This is an optimization exercise on Yosys and OpenROAD, whose aim is small area, a short achievable clock period and few clock cycles per item, not a production implementation. In this exercise RTL edits were held to simulation tests only and were not proved equivalent to the original. Power figures rest on the tool's default switching activity, not on a simulated workload.

==> flow/design.v (excerpt) <==
module pib_top (
    input  wire        clk,
    input  wire        rst,           
    input  wire        host_valid,
    input  wire        host_write,
    input  wire [1:0]  host_size,     
    input  wire [17:0] host_addr,     
    input  wire [31:0] host_wdata,
    output wire        host_ready,
    output wire [31:0] host_rdata,
    output wire        host_err
);
Size: roughly 10000 cells after synthesis, ~2100 flip-flops, roughly 90 I/O pins, roughly 110000 µm² of cells after synthesis.
export LEC_CHECK = 0
export CAP_MARGIN = 30
export CORE_MARGIN = 2
export CORE_UTILIZATION = 40
export CTS_BUF_LIST = sky130_fd_sc_hd__clkbuf_16
export CTS_CLUSTER_DIAMETER = 60
export CTS_CLUSTER_SIZE = 30
export PLACE_DENSITY = 0.7
export SETUP_SLACK_MARGIN = 5
export SLEW_MARGIN = 20
create_clock -name core_clock -period 12.0 [get_ports {clk}]
run.sh (not shown) runs the stock make flow with config.mk's settings and CLKGATE_MAP_FILE= SYNTH_SCRIPT=/design/flow/synth_recipe.tcl, a recipe that flattens the netlist after the stock synthesis.
The first run ran to the end with no violations.
Testbench counts at the start, summed over its fixed seeds: cycles 38,968, items 1,200.
Rerun with:
CTS_BUF_LIST = default   (was sky130_fd_sc_hd__clkbuf_16)
CTS_CLUSTER_DIAMETER = default   (was 60)
CTS_CLUSTER_SIZE = default   (was 30)
PLACE_DENSITY = 0.6   (was 0.7)
Effect: Final cell count increases slightly; final area increases slightly; register-to-register slack gets better by 90 ps; setup slack gets worse by 10 ps; first-iteration DRC count decreases slightly; worst hold slack hardly moves; via count is about the same; global-route usage is about the same; non-clock buffer count increases by 63; clock skew decreases by 6.5 ps.
Rerun with:
CORE_UTILIZATION = 45   (was 40)
CTS_BUF_LIST = sky130_fd_sc_hd__clkbuf_16   (was default)
CTS_CLUSTER_DIAMETER = 60   (was default)
CTS_CLUSTER_SIZE = 30   (was default)
PLACE_DENSITY = 0.65   (was 0.6)
- The changed run went through all stages and came out clean
- cell count decreases by 3.8%
- worst setup slack degrades by 210 ps
- cell area decreases by 2.7%
- critical path depth increases by 1
- core utilization increases by 5.0 points
- global-route usage increases by 5.5 points
- worst hold slack barely changes
Rerun with:
CORE_UTILIZATION = 40   (was 45)
CTS_CLUSTER_DIAMETER = 70   (was 60)
CTS_CLUSTER_SIZE = 35   (was 30)
PLACE_DENSITY = 0.6   (was 0.65)
The new run finished with capacitance limit, slew limit left.
Synthesized area stays the same.
Via count decreases by 2.6%.
Design area increases by 1.2%.
Utilization decreases by 5.8 points.
Fmax increases by 3.2%.
Power decreases by 2.2%.
Sequential power is about the same.
Final cell count increases by 2.8%.
Wire length increases by 0.39%.
Synthesized cell count does not change.
Non-clock buffer count increases by 51.

* * *

pib_top again, from the RTL that the note above started with.
// pib_top
module pib_top (
    input  wire        clk,
    input  wire        rst,           
    input  wire        host_valid,
    input  wire        host_write,
    input  wire [1:0]  host_size,     
    input  wire [17:0] host_addr,     
    input  wire [31:0] host_wdata,
    output wire        host_ready,
    output wire [31:0] host_rdata,
    output wire        host_err
);
Settings: LEC_CHECK=0, CAP_MARGIN=30, CORE_MARGIN=2, CORE_UTILIZATION=40, CTS_BUF_LIST=sky130_fd_sc_hd__clkbuf_16, CTS_CLUSTER_DIAMETER=60, CTS_CLUSTER_SIZE=30, PLACE_DENSITY=0.6, SETUP_SLACK_MARGIN=5, SLEW_MARGIN=20, TNS_END_PERCENT=0; clock period 12.0 ns.
Testbench counts at the start, summed over its fixed seeds: cycles 38,968, items 1,200.
Edit:
CORE_UTILIZATION = 50   (was 40)
PLACE_DENSITY = 0.65   (was 0.6)
Effect:
- The changed run passed the timing, DRC and antenna checks
- non-clock buffer count falls by 131
- first-iteration DRC count increases by 11%
- clock power shrinks by 12%
- combinational power is lower by 6.3%
- worst hold slack is better by 0.0067 ns
- die area decreases by 20%
- total power fell by 5.9%
- area after synthesis does not change
- sequential power barely changes
- clock-buffer cell count drops by 32
Edit:
CORE_UTILIZATION = 40   (was 50)
PLACE_DENSITY = 0.6   (was 0.65)
TNS_END_PERCENT = unset   (was 0)
Setup slack improved by 0.16 ns; total power climbs by a little under a tenth; routed wire length is higher by a few percent; die area goes up by a quarter to a third; register-to-register slack is better by 0.51 ns; maximum frequency increases by a few percent.

* * *

== cedar ==
Another version of the RTL of pib_top (not shown whole).
Size in the first run: about 9700 cells after synthesis, ~2000 flip-flops, about 90 I/O pins, ~110000 um^2 of cells after synthesis.
export LEC_CHECK = 0
export ABC_CLOCK_PERIOD_IN_PS = 6000
export CAP_MARGIN = 20
export CORE_MARGIN = 2
export CORE_UTILIZATION = 25
export PLACE_DENSITY = 0.45
export SETUP_SLACK_MARGIN = 4.5
export SLEW_MARGIN = 20
create_clock -name core_clock -period 12.0 [get_ports {clk}]
Testbench counts of cedar, summed over its fixed seeds: cycles 39,988, items 1,200.
--- input diff cedar..pine ---
Settings: setting CTS_BUF_LIST to sky130_fd_sc_hd__clkbuf_4 sky130_fd_sc_hd__clkbuf_8 for the first time; changing CORE_UTILIZATION from 25 to 55; changing PLACE_DENSITY from 0.45 to 0.65; setting CTS_CLUSTER_SIZE to 30 for the first time.
==> summary.txt <==
Every stage of pine finished as expected; the final checks, on the other hand, flagged antenna violations, which means the layout fails. Summary of the comparison: share of post-route cells with drive strength above 1 is higher in pine, relative to cedar. Horizontal extent of the die (pine vs. cedar) decreases by more than a quarter. Switching power total sits lower in pine than in cedar. pine vs cedar — routed length per instance climbed by more than 10%. Post-route worst hold slack improves in pine relative to cedar. Diff cedar -> pine | number of clock buffers inserted by TritonCTS | up by more than half. From cedar to pine, summed instance area of the synthesized netlist did not move at all. Diff cedar -> pine: multi-input combinational cell count level, relative contribution of combinational cells to total power moved down, relative contribution of the clock network to total power moved down, sequential cell count level.

==> what the ideal ports hide <==
In the flow no input, the clock included, has a driving cell. The finished layouts below were timed again as built, in two steps.
Step 1 assumes that a clkbuf_16 drives the clock port and a buf_2 every other input.
Step 2 moves the port delays by t, midway between the first and last clock arrival at a register: inputs arrive t later, outputs are due t later. That takes back most of the time a late clock gives input paths.
Three values: ideal, step 1, step 2; two values: the first two.
| run | t (ns) | setup WS [ns] | latest minus earliest clock arrival (ns) | worst slew at a driven data input, ns |
|---|---|---|---|---|
| the first run of note 1 | 1.087 | 4.178 / 4.132 / 3.412 | 0.094 / 0.095 | 0.30 |
| the second run of note 1 | 1.068 | 4.167 / 3.908 / 3.651 | 0.088 / 0.088 | 0.29 |
| the third run of note 1 | 1.013 | 3.962 / 3.908 / 3.699 | 0.072 / 0.072 | 0.19 |
| the fourth run of note 1 | 1.027 | 4.213 / 3.962 / 3.752 | 0.082 / 0.083 | 0.32 |
| the first run of note 2 | 1.030 | 3.964 / 3.964 / 3.215 | 0.075 / 0.074 | 0.27 |
| the second run of note 2 | 0.976 | 4.023 / 3.782 / 3.230 | 0.057 / 0.057 | 0.24 |
| the third run of note 2 | 1.073 | 4.182 / 3.973 / 3.735 | 0.063 / 0.064 | 0.32 |
| cedar | 1.061 | 0.819 / 0.819 / 0.819 | 0.127 / 0.128 | 0.11 |
| pine | 1.245 | 0.697 / 0.591 / 0.709 | 0.111 / 0.111 | 0.27 |
The setup slack of the second run of note 2, which loses most, moves by -0.241 ns with the drivers and by -0.793 ns with both steps.
